From an optimization exercise on the open Yosys and OpenROAD flow, aimed at small area; shortcuts taken in it are not production practice.
Function was checked by simulation only, so behaviour that the tests miss may differ from the original.
Power is estimated from default activity; no workload was simulated.

==> inputs of trial 85 <==
## xmodem_rx
module xmodem_rx (
    input  wire        clk,
    input  wire        rst,
    input  wire        rx_valid,
    input  wire [7:0]  rx_data,
    output wire        tx_valid,
    output wire [7:0]  tx_data,
    input  wire        tx_pop,
    input  wire        tick,
    input  wire        cmd_valid,
    input  wire [7:0]  cmd_op,
    input  wire [7:0]  cmd_arg,
    output reg         rsp_valid,
    output reg  [1:0]  rsp_status,
    output wire [31:0] rsp_data,
    output reg         buf_we,
    output wire [9:0]  buf_addr,
    output reg  [7:0]  buf_wdata,
    output wire        irq
);
Settings: LEC_CHECK=0, CAP_MARGIN=0, CORE_MARGIN=2, CORE_UTILIZATION=70, CTS_BUF_LIST=sky130_fd_sc_hd__clkbuf_8, CTS_CLUSTER_DIAMETER=60, CTS_CLUSTER_SIZE=16, SLEW_MARGIN=0; clock period 8.0 ns.
standard.sh (not shown) runs the stock make flow with config.mk's settings and CLKGATE_MAP_FILE= SYNTH_SCRIPT=/design/flow/synth_recipe.tcl, a recipe that flattens the netlist after the stock synthesis.
==> flow/flow/run.sh <==
#!/bin/bash
set -euo pipefail
HERE=$(pwd)
FLOWDIR=$HERE/flow

# ORFS synthesis script with the ABC script replaced
sed 's#^\(  *\)log_cmd abc {\*}$abc_args#\1set abc_args [lreplace $abc_args 1 1 '"$FLOWDIR"'/area.script]\n\1log_cmd abc {*}$abc_args#' \
    "$FLOW_HOME/scripts/synth.tcl" > "$HERE/own_synth_orfs.tcl"
grep -q "area.script" "$HERE/own_synth_orfs.tcl"

# The standard flow's synthesis wrapper, sourcing the script above
sed 's#source \$::env(SCRIPTS_DIR)/synth.tcl#source '"$HERE"'/own_synth_orfs.tcl#' \
    "$HERE/synth_recipe.tcl" > "$HERE/own_synth.tcl"
grep -q "own_synth_orfs.tcl" "$HERE/own_synth.tcl"

bash "$HERE/standard.sh" \
    "SYNTH_SCRIPT=$HERE/own_synth.tcl" \
    "BUFFER_PORTS_ARGS=-buffer_cell sky130_fd_sc_hd__buf_1" \
    "CTS_ARGS=-sink_clustering_enable -repair_clock_nets -sink_clustering_size 16 -sink_clustering_max_diameter 60 -buf_list sky130_fd_sc_hd__clkbuf_8 -dont_use_dummy_load" \
    finish > "$HERE/flow_make.log" 2>&1
test -s "$HERE/out/final.def"
==> flow/flow/area.script <==
strash
balance -l; resub -K 6 -l; rewrite -l; resub -K 6 -N 2 -l; refactor -l; resub -K 8 -l; balance -l; resub -K 8 -N 2 -l; rewrite -l; resub -K 10 -l; rewrite -z -l; resub -K 10 -N 2 -l; balance -l; resub -K 12 -l; refactor -z -l; resub -K 12 -N 2 -l; rewrite -z -l; balance -l
dch -f
amap -m -A 8 -F 4
topo
strash
dch -f
amap -m -A 8 -F 4
topo
strash
dch -f
amap -m -A 8 -F 4
topo
==> inputs of build 16, as changes to trial 85 <==
--- a/flow/design.v
+++ b/flow/design.v
@@ -108,21 +108,22 @@
     localparam [7:0] TIMEOUT = 8'd200;
     reg [2:0]  state;
     reg        mode;
     reg        first;
     reg [7:0]  expected_seq;
     reg [7:0]  rx_seq;
     reg        size_1k;
-    reg [10:0] count;
+    reg [10:0] count_m1;      
     reg        tcount;
     reg [3:0]  retry;
     reg [7:0]  timer;
     reg [15:0] acc;           
     reg        tick_pend;
-    reg [7:0]  ev_seq;        
+    reg [7:0]  ev_m1;         
+    reg        ev_started;    
     reg        rsp_s, rsp_c, rsp_t, rsp_e;
     reg        rsp_snap;      
     wire       ring_nonempty;
     wire [7:0] ring_head;
     wire       rx_overflow;
     wire [1:0] txq_head;
     wire [3:0] evq_head;
@@ -145,51 +146,54 @@
             step_ccitt = x;
         end
     endfunction
     wire active = (state != S_IDLE) && (state <= S_RECEIVE_DATA);
     reg [2:0]  n_state;
     reg        n_mode, n_first, n_size_1k, n_tcount;
     reg [7:0]  n_expected_seq, n_rx_seq;
-    reg [10:0] n_count;
+    reg [10:0] n_count_m1;
     reg [3:0]  n_retry;
     reg [7:0]  n_timer;
     reg        acc_clr, acc_en;
     reg [1:0]  tx_push_n;
     reg [1:0]  tx_push_b;
     reg        ev_push;
     reg [2:0]  ev_kind;
     reg        ev_pop, clr_ovf, consume, tick_done, tick_held, byte_held;
+    reg        start_ok;
     reg        n_buf_we;
     reg [1:0]  n_rsp_status;
     reg        n_rsp_s, n_rsp_c, n_rsp_t, n_rsp_e;
     reg        check_ok;
     wire [7:0] b = ring_head;
+    wire [10:0] count = count_m1 + 11'd1;
     wire data_phase = size_1k ? !count[10] : !count[7];
     wire last_trailer = !mode || tcount;
     always @(*) begin
         n_state        = state;
         n_mode         = mode;
         n_first        = first;
         n_expected_seq = expected_seq;
         n_rx_seq       = rx_seq;
         n_size_1k      = size_1k;
-        n_count        = count;
+        n_count_m1     = count_m1;
         n_tcount       = tcount;
         n_retry        = retry;
         n_timer        = timer;
         acc_clr        = 1'b0;
         acc_en         = 1'b0;
         tx_push_n      = 2'd0;
         tx_push_b      = T_NAK;
         ev_push        = 1'b0;
         ev_kind        = K_FRAME128;
         ev_pop         = 1'b0;
         clr_ovf        = 1'b0;
         consume        = 1'b0;
         tick_done      = 1'b0;
+        start_ok       = 1'b0;
         tick_held      = 1'b0;
         byte_held      = 1'b0;
         n_buf_we       = 1'b0;
         n_rsp_status   = ST_OK;
         n_rsp_s        = 1'b0;
         n_rsp_c        = 1'b0;
         n_rsp_t        = 1'b0;
@@ -214,21 +218,22 @@
                     end
                 end
                 8'h20: begin
                     if (cmd_arg > 8'd1)     n_rsp_status = ST_INVALID;
                     else if (active)        n_rsp_status = ST_BUSY;
                     else if (tx_full)       n_rsp_status = ST_BUSY;
                     else begin
+                        start_ok       = 1'b1;
                         n_mode         = cmd_arg[0];
                         n_first        = 1'b1;
                         n_expected_seq = 8'h01;
                         n_retry        = 4'd0;
                         n_rx_seq       = 8'd0;
                         n_size_1k      = 1'b0;
-                        n_count        = 11'd0;
+                        n_count_m1     = 11'h7FF;
                         n_tcount       = 1'b0;
                         tx_push_n      = 2'd1;
                         tx_push_b      = cmd_arg[0] ? T_C : T_NAK;
                         n_state        = S_WAIT_HEADER;
                         n_timer        = TIMEOUT;
                     end
                 end
@@ -333,21 +338,21 @@
                                 end
                             endcase
                         end
                     end
                     S_RECEIVE_DATA: begin
                         if (data_phase) begin
                             n_buf_we = 1'b1;
-                            n_count  = count + 11'd1;
+                            n_count_m1 = count;
                             acc_en   = 1'b1;
                         end else if (!last_trailer) begin
                             n_tcount = 1'b1;
                             acc_en   = 1'b1;
                         end else begin
-                            n_count  = 11'd0;
+                            n_count_m1 = 11'h7FF;
                             n_tcount = 1'b0;
                             if (rx_seq == expected_seq && check_ok) begin
                                 if (tx_full || ev_full) byte_held = 1'b1;
                                 else begin
                                     ev_push        = 1'b1;
                                     ev_kind        = size_1k ? K_FRAME1K : K_FRAME128;
                                     n_expected_seq = expected_seq + 8'd1;
@@ -377,75 +382,84 @@
                     default: ;
                 endcase
                 if (byte_held) begin
                     n_state        = state;
                     n_first        = first;
                     n_expected_seq = expected_seq;
                     n_retry        = retry;
-                    n_count        = count;
+                    n_count_m1     = count_m1;
                     n_tcount       = tcount;
                 end else begin
                     consume = 1'b1;
                     n_timer = ((n_state != S_IDLE) && (n_state <= S_RECEIVE_DATA)) ? TIMEOUT : 8'd0;
                 end
             end
         end
     end
     wire [3:0] ev_rec = {expected_seq == 8'd1, ev_kind};
     wire [15:0] crc_next = swap16(step_ccitt(swap16(acc), b));
     wire ev_adv = rsp_valid && rsp_e;    
+    wire [2:0]  rsp_kind  = evq_popped[2:0];    
+    wire        k_done    = (rsp_kind == K_DONE);
+    wire [7:0]  ev_m1_inc = ev_m1 + 8'd1;
+    wire [7:0]  ev_sq     = k_done ? ev_m1 : ev_m1_inc;
     always @(posedge clk) begin
         if (acc_clr)
             acc <= 16'h0000;
         else if (acc_en)
             acc <= {crc_next[15:8], mode ? crc_next[7:0] : acc[7:0] + b};
-        if (ev_push && evq_empty)
-            ev_seq <= expected_seq;
-        else if (ev_adv)
-            ev_seq <= evq_head[3] ? 8'd1 : ev_seq + 8'd1;
+        if (rst)
+            ev_m1 <= 8'd0;
+        else if (ev_adv && !evq_empty)
+            ev_m1 <= evq_head[3] ? 8'd0 : ev_m1_inc;
+        else if (evq_empty && (start_ok || (ev_adv && ev_started)))
+            ev_m1 <= 8'd0;
+        else if (evq_empty && ev_adv && (rsp_kind == K_FRAME128 || rsp_kind == K_FRAME1K))
+            ev_m1 <= ev_m1_inc;    
+        if (ev_push)
+            ev_started <= 1'b0;
+        else if (start_ok)
+            ev_started <= 1'b1;
         rsp_snap  <= n_rsp_s ? rx_overflow : txq_empty;
         rsp_status <= n_rsp_status;
         rsp_s      <= n_rsp_s;
         rsp_c      <= n_rsp_c;
         rsp_t      <= n_rsp_t;
         rsp_e      <= n_rsp_e;
         buf_wdata <= ring_head;
         if (rst) begin
             state        <= S_IDLE;
             mode         <= 1'b0;
             first        <= 1'b1;
             expected_seq <= 8'h01;
             rx_seq       <= 8'd0;
             size_1k      <= 1'b0;
-            count        <= 11'd0;
+            count_m1     <= 11'h7FF;
             tcount       <= 1'b0;
             retry        <= 4'd0;
             timer        <= 8'd0;
             tick_pend    <= 1'b0;
             rsp_valid    <= 1'b0;
             buf_we       <= 1'b0;
         end else begin
             state        <= n_state;
             mode         <= n_mode;
             first        <= n_first;
             expected_seq <= n_expected_seq;
             rx_seq       <= n_rx_seq;
             size_1k      <= n_size_1k;
-            count        <= n_count;
+            count_m1     <= n_count_m1;
             tcount       <= n_tcount;
             retry        <= n_retry;
             timer        <= n_timer;
             tick_pend    <= (tick_pend && !tick_done) || tick;
             rsp_valid    <= cmd_valid;
             buf_we       <= n_buf_we;
         end
     end
-    wire [2:0]  rsp_kind = evq_popped[2:0];    
-    wire        k_done  = (rsp_kind == K_DONE);
-    wire [7:0]  ev_sq   = ev_seq - {7'd0, k_done};
     wire [31:0] w_status = {rx_seq, 4'd0, retry, expected_seq, timer != 8'd0,
                             rsp_snap, first, mode, 1'b0, state};
     wire [31:0] w_count  = {17'd0, rsp_snap, size_1k, 1'b0, tcount, count};
     wire [31:0] w_timer  = {24'd0, timer};
     wire [31:0] w_event  = {5'd0, rsp_kind == K_FRAME1K, 2'd0, rsp_kind == K_FRAME128,
                             7'd0, ev_sq, 5'b00100,
                             rsp_kind[2] & ~rsp_kind[0], rsp_kind[1],
@@ -488,9 +502,9 @@
         .popped   (evq_popped)
     );
     assign tx_valid = !txq_empty;
     assign tx_data  = (txq_head == T_NAK) ? 8'h15 :
                       (txq_head == T_C)   ? 8'h43 :
                       (txq_head == T_ACK) ? 8'h06 : 8'h18;
     assign irq      = !evq_empty;
-    assign buf_addr = count[9:0] - 10'd1;
+    assign buf_addr = count_m1[9:0];
 endmodule
CORE_UTILIZATION = 80   (was 70)
==> comparison <==
Between build 16 and trial 85, the lower worst hold slack is in trial 85 (gap 0.0087 ns).
Against build 16, the combinational power of trial 85 is smaller by about 35%.
Against build 16, the cell count of trial 85 is larger by 3.4%.
Global-route usage: build 16 is higher than trial 85 (13 points).
Of build 16 and trial 85, build 16 has the higher first-iteration DRC count (gap about 64%, measured against trial 85).
==> figures <==
quantity	trial 85	build 16
Maximum fanout count along the critical path	8	9
Period utilization	85.7%	89.3%
Outcome	finished clean	finished clean
Largest clock skew in the final design	0.0455 ns	0.0288 ns
Combinational logic power	0.00126 W	0.00195 W
Die Span Y	132 um	124 um
Reported clock group power	0.000600 W	0.000609 W
Total global routing track utilization	36.4%	49.8%
Combined area of the multi-input logic cells	4490 um2	4440 um2
Post-detailed-route wirelength per cell	21.3 um	25.0 um
Adder and majority gate portion of the synthesized area	4.07%	3.75%

==> what the ideal ports hide <==
In the flow no input, the clock included, has a driving cell. The finished layouts below were timed again as built, in two steps.
Step 1, drivers: a clkbuf_16 drives clk and a buf_2 each remaining input, both assumed.
Step 2 times the ports against the registers' clock, not the clock port: input delays grow and output delays shrink by t, the midpoint of the rising clock arrivals with the driver on.
Three values: ideal, step 1, step 2; two values: the first two.
run	t, ns	slack for setup (ns)	worst setup path after step 2	worst register clock-pin slew, ns
trial 85	0.554	1.143 / 1.143 / 1.143	register to register	0.10 / 0.10
build 16	0.571	0.853 / 0.853 / 0.853	register to register	0.11 / 0.11
After both steps every run listed still meets setup and hold.
